Context: an optimization exercise on an open-source flow, tuned for small area, a short achievable clock period and few clock cycles. The choices shown serve that exercise and are no tape-out recipe.
The RTL was checked by simulation tests, not by an equivalence proof against the original design.
No activity file was given, so power comes from the tool's default toggle rates.

### design/flow/constraint.sdc
create_clock -name core_clock -period 10.0 [get_ports {clk}]
set_input_delay 2.0000 -clock core_clock [delete_from_list [all_inputs] [get_ports {clk}]]
set_output_delay 2.0000 -clock core_clock [all_outputs]
set_load 0.01 [all_outputs]
### design/flow/run.sh
#!/bin/bash
# synth_recipe.tcl (not shown) runs the flow's synth.tcl, then flattens the netlist and writes it again
# the make line also repeats each setting of config.mk as NAME=value (left out here)
make -C /OpenROAD-flow-scripts/flow DESIGN_CONFIG=/design/flow/config.mk WORK_HOME=/design/flow/orfs CLKGATE_MAP_FILE= SYNTH_SCRIPT=/design/flow/synth_recipe.tcl finish
### design/flow/config.mk
export PLATFORM = sky130hd
export DESIGN_NAME = cmpsc_expand
export DESIGN_NICKNAME = cmpsc_expand
export VERILOG_FILES = /design/flow/design.v
export SDC_FILE = /design/flow/constraint.sdc
export NUM_CORES = 4
export LEC_CHECK = 0
export CAP_MARGIN = 20
export CORE_MARGIN = 2
export CORE_UTILIZATION = 40
export PLACE_DENSITY = 0.6
export SLEW_MARGIN = 20
### design/flow/design.v
module cmpsc_expand (
    input  wire        clk,
    input  wire        rst,
    input  wire        start,
    input  wire [3:0]  cdss,
    input  wire [18:0] origin_pg,      
    input  wire [2:0]  cbn_in,
    input  wire [30:0] src_addr_in,
    input  wire [31:0] src_len_in,
    input  wire [30:0] dst_addr_in,
    input  wire [31:0] dst_len_in,
    input  wire [31:0] budget,
    output wire        busy,
    output reg         done,
    output reg  [2:0]  status,
    output reg  [2:0]  cbn_out,
    output reg  [30:0] src_addr_out,
    output reg  [31:0] src_len_out,
    output reg  [30:0] dst_addr_out,
    output reg  [31:0] dst_len_out,
    output reg         mem_req,
    output reg         mem_we,
    output reg  [27:0] mem_addr,
    output reg  [63:0] mem_wdata,
    output reg  [7:0]  mem_wstrb,
    input  wire        mem_gnt,
    input  wire        mem_rvalid,
    input  wire [63:0] mem_rdata
);
    localparam [2:0] ST_CC0 = 3'd0, ST_CC1 = 3'd1, ST_CC3 = 3'd3,
                     ST_DATA = 3'd4, ST_PARAM = 3'd5;
    localparam MAX_HOPS = 127;
    localparam SYM_BYTES = 260;
    localparam [3:0] S_IDLE     = 4'd0,
                     S_BOUND    = 4'd1,
                     S_SRC0     = 4'd2,
                     S_SRC0_W   = 4'd3,
                     S_SRC1     = 4'd4,
                     S_SRC1_W   = 4'd5,
                     S_INDEX    = 4'd6,
                     S_ENT      = 4'd7,
                     S_ENT_W    = 4'd8,
                     S_DECODE   = 4'd9,
                     S_PLACE    = 4'd10,
                     S_DSTCHK   = 4'd11,
                     S_WRITE    = 4'd12,
                     S_COMMIT   = 4'd13;
    reg [3:0]  state;
    reg [3:0]  w;             
    reg [18:0] origin;
    reg [31:0] budget_r;
    reg [31:0] processed;
    reg [63:0] src_d0;
    reg [63:0] src_d1;
    reg [12:0] idx;
    reg [7:0]  sym [0:SYM_BYTES-1];
    reg [8:0]  sym_len;       
    reg        target;        
    reg [12:0] ent_idx;       
    reg [6:0]  hops;
    reg [63:0] ent;
    reg [55:0] pbytes;        
    reg [2:0]  pcnt;          
    reg [8:0]  ppos;          
    reg        last_entry;    
    reg [8:0]  wpos;
    wire [4:0]  cbn_w    = {2'b00, cbn_out} + {1'b0, w};
    wire [1:0]  need     = (cbn_w[2:0] != 3'd0) ? (cbn_w[4:3] + 2'd1) : cbn_w[4:3];
    wire [1:0]  adv      = cbn_w[4:3];
    wire [2:0]  next_cbn = cbn_w[2:0];
    wire [2:0]  lane     = src_addr_out[2:0];
    wire [3:0]  span     = {1'b0, lane} + {2'b00, need};
    wire        two_dw   = span > 4'd8;
    wire [127:0] src_pair = {src_d0, src_d1};
    wire [127:0] src_shl  = src_pair << {lane, 3'b000};
    wire [23:0]  src_win  = src_shl[127:104];
    wire [4:0]   rshift   = 5'd24 - cbn_w;
    wire [23:0]  src_sh   = src_win >> rshift;
    wire [12:0]  wmask    = (13'h1fff >> (4'd13 - w));
    wire [12:0]  idx_val  = src_sh[12:0] & wmask;
    wire [2:0]  e_psl    = ent[63:61];
    wire [1:0]  e_rsv    = ent[60:59];
    wire [2:0]  e_csl    = ent[58:56];
    wire [12:0] e_pptr   = ent[60:48];
    wire [7:0]  e_ofst   = ent[47:40];
    wire        pptr_bad = (e_pptr > wmask);
    wire        ece_bad  = (e_psl == 3'd0) ? ((e_rsv != 2'b00) || (e_csl == 3'd0))
                                           : ((e_psl > 3'd5) || pptr_bad);
    wire [27:0] ent_dw   = {origin, 9'b0} + {15'b0, ent_idx};
    wire [30:0] wr_addr  = dst_addr_out + {22'b0, wpos};
    assign busy = (state != S_IDLE);
    integer i;
    always @(posedge clk) begin
        if (rst) begin
            state     <= S_IDLE;
            done      <= 1'b0;
            mem_req   <= 1'b0;
            mem_we    <= 1'b0;
            mem_wstrb <= 8'h00;
        end else begin
            done <= 1'b0;
            case (state)
            S_IDLE: begin
                if (start) begin
                    w            <= 4'd8 + cdss;
                    origin       <= origin_pg;
                    budget_r     <= budget;
                    processed    <= 32'd0;
                    cbn_out      <= cbn_in;
                    src_addr_out <= src_addr_in;
                    src_len_out  <= src_len_in;
                    dst_addr_out <= dst_addr_in;
                    dst_len_out  <= dst_len_in;
                    if (cdss == 4'd0 || cdss > 4'd5) begin
                        status <= ST_PARAM;
                        done   <= 1'b1;
                    end else begin
                        state <= S_BOUND;
                    end
                end
            end
            S_BOUND: begin
                if (src_len_out < {30'b0, need}) begin
                    status <= ST_CC0;
                    done   <= 1'b1;
                    state  <= S_IDLE;
                end else if (processed != 32'd0 && processed >= budget_r) begin
                    status <= ST_CC3;
                    done   <= 1'b1;
                    state  <= S_IDLE;
                end else begin
                    state <= S_SRC0;
                end
            end
            S_SRC0: begin
                mem_req  <= 1'b1;
                mem_we   <= 1'b0;
                mem_addr <= src_addr_out[30:3];
                if (mem_req && mem_gnt) begin
                    mem_req <= 1'b0;
                    state   <= S_SRC0_W;
                end
            end
            S_SRC0_W: begin
                if (mem_rvalid) begin
                    src_d0 <= mem_rdata;
                    state  <= two_dw ? S_SRC1 : S_INDEX;
                end
            end
            S_SRC1: begin
                mem_req  <= 1'b1;
                mem_we   <= 1'b0;
                mem_addr <= src_addr_out[30:3] + 28'd1;
                if (mem_req && mem_gnt) begin
                    mem_req <= 1'b0;
                    state   <= S_SRC1_W;
                end
            end
            S_SRC1_W: begin
                if (mem_rvalid) begin
                    src_d1 <= mem_rdata;
                    state  <= S_INDEX;
                end
            end
            S_INDEX: begin
                idx <= idx_val;
                if (idx_val < 13'd256) begin
                    sym[0]  <= idx_val[7:0];
                    sym_len <= 9'd1;
                    state   <= S_DSTCHK;
                end else begin
                    ent_idx <= idx_val;
                    target  <= 1'b1;
                    hops    <= 7'd0;
                    state   <= S_ENT;
                end
            end
            S_ENT: begin
                mem_req  <= 1'b1;
                mem_we   <= 1'b0;
                mem_addr <= ent_dw;
                if (mem_req && mem_gnt) begin
                    mem_req <= 1'b0;
                    state   <= S_ENT_W;
                end
            end
            S_ENT_W: begin
                if (mem_rvalid) begin
                    ent   <= mem_rdata;
                    state <= S_DECODE;
                end
            end
            S_DECODE: begin
                if (ece_bad) begin
                    status <= ST_DATA;
                    done   <= 1'b1;
                    state  <= S_IDLE;
                end else begin
                    target <= 1'b0;
                    if (e_psl == 3'd0) begin
                        if (target)
                            sym_len <= {6'b0, e_csl};
                        pbytes     <= ent[55:0];
                        pcnt       <= e_csl;
                        ppos       <= 9'd0;
                        last_entry <= 1'b1;
                    end else begin
                        if (target)
                            sym_len <= {1'b0, e_ofst} + {6'b0, e_psl};
                        pbytes     <= {ent[39:0], 16'b0};
                        pcnt       <= e_psl;
                        ppos       <= {1'b0, e_ofst};
                        last_entry <= 1'b0;
                        ent_idx    <= e_pptr;
                    end
                    state <= S_PLACE;
                end
            end
            S_PLACE: begin
                if (pcnt != 3'd0) begin
                    if (ppos < sym_len)
                        sym[ppos] <= pbytes[55:48];
                    pbytes <= {pbytes[47:0], 8'b0};
                    ppos   <= ppos + 9'd1;
                    pcnt   <= pcnt - 3'd1;
                end else if (last_entry) begin
                    state <= S_DSTCHK;
                end else if (hops == MAX_HOPS) begin
                    status <= ST_DATA;
                    done   <= 1'b1;
                    state  <= S_IDLE;
                end else begin
                    hops  <= hops + 7'd1;
                    state <= S_ENT;
                end
            end
            S_DSTCHK: begin
                if (dst_len_out < {23'b0, sym_len}) begin
                    status <= ST_CC1;
                    done   <= 1'b1;
                    state  <= S_IDLE;
                end else begin
                    wpos  <= 9'd0;
                    state <= S_WRITE;
                end
            end
            S_WRITE: begin
                mem_req   <= 1'b1;
                mem_we    <= 1'b1;
                mem_addr  <= wr_addr[30:3];
                mem_wdata <= {8{sym[wpos]}};
                mem_wstrb <= 8'h80 >> wr_addr[2:0];
                if (mem_req && mem_gnt) begin
                    mem_req   <= 1'b0;
                    mem_we    <= 1'b0;
                    mem_wstrb <= 8'h00;
                    if (wpos + 9'd1 == sym_len)
                        state <= S_COMMIT;
                    else
                        wpos <= wpos + 9'd1;
                end
            end
            S_COMMIT: begin
                dst_addr_out <= dst_addr_out + {22'b0, sym_len};
                dst_len_out  <= dst_len_out - {23'b0, sym_len};
                src_addr_out <= src_addr_out + {29'b0, adv};
                src_len_out  <= src_len_out - {30'b0, adv};
                cbn_out      <= next_cbn;
                processed    <= processed + {30'b0, adv};
                state        <= S_BOUND;
            end
            default: state <= S_IDLE;
            endcase
        end
    end
endmodule
==> flow_summary_export.csv <==
group,metric,value,unit
place,hpwl,207000,um
floorplan,fp.dieH,533,um
grt,grt_pass1_wl,452000,um
worst_setup_path,crit_fanout,151,
floorplan,die_x,533,um
logic_synthesis,synth-main-ff-cell,"edfxtp_1",
worst_setup_path,r2r_end,"sym[9][1]",
logic_synthesis,avgSynthCellArea,17.7,um2
logic_synthesis,synthSimpleGateAreaFrac,0.0541,
clock_tree,clockBufferDepth,4,
power,p_leak,41.6,nW
timing,layout_min_cycle_time,7.25,ns
worst_setup_path,max_stage_delay,0.96,ns
timing,slew_viol_final,0,
timing,relSlewSlack,0.199,
grt,grt-ovfl-total,0,
min_path,holdPathEnd,"mem_we",
grt,grt_pass1_vias,61700,
logic_synthesis,synth_area,112000,um2
logic_synthesis,yosysSeqAreaShare,0.699,
grt,grt_max_degree,163,
clock_tree,cts_tree,"yes",
logic_synthesis,muxShareOfSynthArea,0.160,
run,drv_cap,0,
logic_synthesis,yosysUniqueCellTypes,90,
power,total_power,30.1,mW
logic_synthesis,synth_async_sr_flop_share,0,
min_path,holdCritStartpoint,"mem_we",
timing,rsz0062_at_grt,"no",
clock_tree,clockRootBuffer,"clkbuf_16",
worst_setup_path,critical-path-slowest-cell,"ha_1",
grt,antenna_found_initial,22,
logic_synthesis,ys_ff_latch,2611,
finish,final_layout_size_suffix_gt1_frac,0.193,
clock_tree,cts-buffers-inserted,280,
timing,fin_crit_sh,0.725,
worst_setup_path,ff2ff_path_depth,13,
finish,syn2layout_area_growth,15.8,%
floorplan,coreArea,279000,um2
worst_setup_path,cp_cell_sequence,"ha_1 > inv_2 > ha_2 > buf_4 > mux2i_1 > mux4_2 > mux2i_1 > a21oi_1 > a2111oi_0 > a211oi_1 > o21ai_4 > buf_12 > buf_4",
worst_setup_path,r2r_slack,2.75,ns
timing,setup_violations,0,
place,portBuffers,488,
route,firstDrtPassIters,6,
worst_setup_path,critical_path_arrival,7.77,ns
clock_tree,htreeDepth,5,
route,drc,0,
route,dr.first_iter.drc_count,7928,
clock_tree,ctsResizeCount,0,
worst_setup_path,r2r-start,"w[0]",
clock_tree,clk_latency,0.86,ns
timing,hold_viol_final,0,
logic_synthesis,synthAdderAreaFrac,0.0140,
grt,groute.usage.overall,0.217,
power,power.density,232,nW/um2
min_path,hold_path_class,"register to register",
floorplan,num_rows,194,
route,vias_per_cell,5.80,
worst_setup_path,path_class,"register to register",
floorplan,io_pins,489,
finish,final_nets,7161,
worst_setup_path,worst_setup_path_start_kind,"register",
timing,skew,0.0810,ns
min_path,hold_path_depth,2,
clock_tree,clkTransAtPathRegs,0.06,ns
logic_synthesis,netlist_instances,6316,
logic_synthesis,synth_edf_count,2587,
clock_tree,cts_setup_buffers,0,
logic_synthesis,synth_compound_area_frac,0.0341,
timing,fmax,0.138,GHz
clock_tree,cts_sinks,2611,
logic_synthesis,synth_top_family_by_area,"multiplexers",
finish,final_util,0.465,
finish,num-fill-cells,23400,
status,status,"no timing/DRC/antenna violations",
worst_setup_path,cp.required,10.52,ns
floorplan,initial_core_util,0.401,
route,vias,62300,
route,antenna_left,0,
worst_setup_path,worst_setup_path_end_kind,"register",
route,post_drt_wl_per_cell,29.3,um
logic_synthesis,yosys_warnings,1,
power,peakVddDrop,319,uV
logic_synthesis,syn_nets,6688,
route,totalWireLength,314000,um
clock_tree,holdBufCountCts,0,
floorplan,die_area,284000,um2
logic_synthesis,synth_xor_area_frac,0.0181,
place,gp_congestion,0.930,
timing,worst_pin_slew,1.20,ns
## sequential cells by signal, indices dropped and copies added (netlist names), 16 cells and up, named ones only
name,flops
budget_r,32
src_d1,16
dst_addr_out,31
src_addr_out,31
ent,64
sym,2080
mem_addr,28
origin,19
src_d0,64
pbytes,56
dst_len_out,32
processed,32
src_len_out,32
## layer usage
| metal | track usage | part of all wire | vias up |
|---|---|---|---|
| met1 | 0.313 | 0.42 | 32700 |
| met3 | 0.0339 | 0.075 | 457 |
| met4 | 0.0609 | 0.028 | 2 |
| met5 | 0 | 0.000041 | - |
| met2 | 0.342 | 0.47 | 2904 |
| li1 | - | - | 26100 |
## cell families after synthesis
group / Yosys count
buffers and inverters: 498
xor gates and xnor gates: 227
and+or+nand+nor: 1375
AOI/OAI and AO/OA: 611
muxes: 875
adders and majority gates: 119
DFF: 2611
## layout make-up
| type | instances | area [um2] | share of cell area |
|---|---|---|---|
| diodes | 9 | 22.5 | 0.000174 |
| multi-input cells | 3207 | 31600 | 0.244 |
| clock inverters | 149 | 1520 | 0.0117 |
| clock buffers | 336 | 7360 | 0.0568 |
| flip-flops and latches | 2611 | 78200 | 0.603 |
| well taps | 3724 | 4660 | 0.0360 |
| inverters | 95 | 357 | 0.00275 |
| repair buffers | 594 | 5830 | 0.0450 |
## cell usage after synthesis (all sizes together), types with 28 or more instances
cell type / number / area share
a21oi: 104 / 0.0047
a31oi: 51 / 0.0029
and3: 40 / 0.0022
buf: 156 / 0.0082
clkbuf: 247 / 0.0096
edfxtp: 2587 / 0.69
ha: 109 / 0.012
inv: 95 / 0.0032
mux2: 63 / 0.0064
mux2i: 91 / 0.0081
mux4: 721 / 0.15
nand2: 460 / 0.015
nand3: 70 / 0.0031
nand4: 45 / 0.0025
nor2: 514 / 0.017
nor2b: 52 / 0.0029
nor3: 71 / 0.0032
nor4: 28 / 0.0016
o21ai: 233 / 0.010
xnor2: 98 / 0.0077
xor2: 126 / 0.0099
## power breakdown
group / internal [mW] / switching [mW]
sequential: 14.2 / 0.270
combinational: 1.44 / 3.96
clock: 5.92 / 4.28
## stage by stage
step	hold slack [ns]	instances	setup WS (ns)	instance area (um2)	TNS, ns
final	0.476	10700	2.75	130000	0
after global routing	0.505	10700	2.27	130000	0
after CTS	0.481	10700	2.91	130000	0
after detailed placement	0.472	10200	2.93	121000	0
after global placement	0.454	10200	2.97	121000	0
after floorplan	0.478	6316	-1.21	112000	-315.29
## critical path, delay by kind of cell (launching register included)
kind	cells	cell delay, ns
buffers and inverters	4	2.13
flip-flops	1	0.44
AO/OA/AOI/OAI	4	0.99
multiplexers	3	1.07
adder cells (fa/ha/maj)	2	1.84
## cell usage in the layout (no fill, tap or decap), types with 97 or more instances in the layout
cell / instances
a21oi_1: 100
mux4_2: 706
o21ai_0: 228
clkdlybuf4s50_1: 488
ha_1: 108
edfxtp_1: 2587
xor2_1: 126
nand2_1: 445
xnor2_1: 97
nor2_1: 510
clkbuf_16: 286
## worst max-delay path by stage
stage | slack [ns] | endpoint | startpoint | depth (start not counted)
floorplan | -1.21 | sym[0][0] | cbn_out[0] | 14
global route | 2.27 | sym[9][1] | w[0] | 13
CTS | 2.91 | sym[9][1] | w[0] | 13
finish | 2.75 | sym[9][1] | w[0] | 13
detailed placement | 2.93 | sym[117][1] | w[0] | 13
global placement | 2.97 | sym[9][1] | w[0] | 13
Testbench counts, summed over its fixed seeds: cycles 120,881.

[what the ideal ports hide]
How much do the figures lean on ideal ports? The routed layout below was timed once more, with nothing changed but the port constraints.
Step 1, drivers: a clkbuf_16 drives clk and a buf_2 each remaining input, both assumed.
Step 2 moves the port delays by t, midway between the first and last clock arrival at a register: inputs arrive t later, outputs are due t later. That takes back most of the time a late clock gives input paths.
a / b / c = no drivers / after step 1 / after step 2; a / b = the first two.
t (ns): 0.935
setup WS [ns]: 2.751 / 2.751 / 2.751
worst hold slack (ns): 0.476 / 0.476 / 0.476
worst register clock-pin slew, ns: 0.07 / 0.07
After both steps setup and hold are still met in this run. The setup slack of this run moves by 0.000 ns with the drivers and by 0.000 ns with both steps.
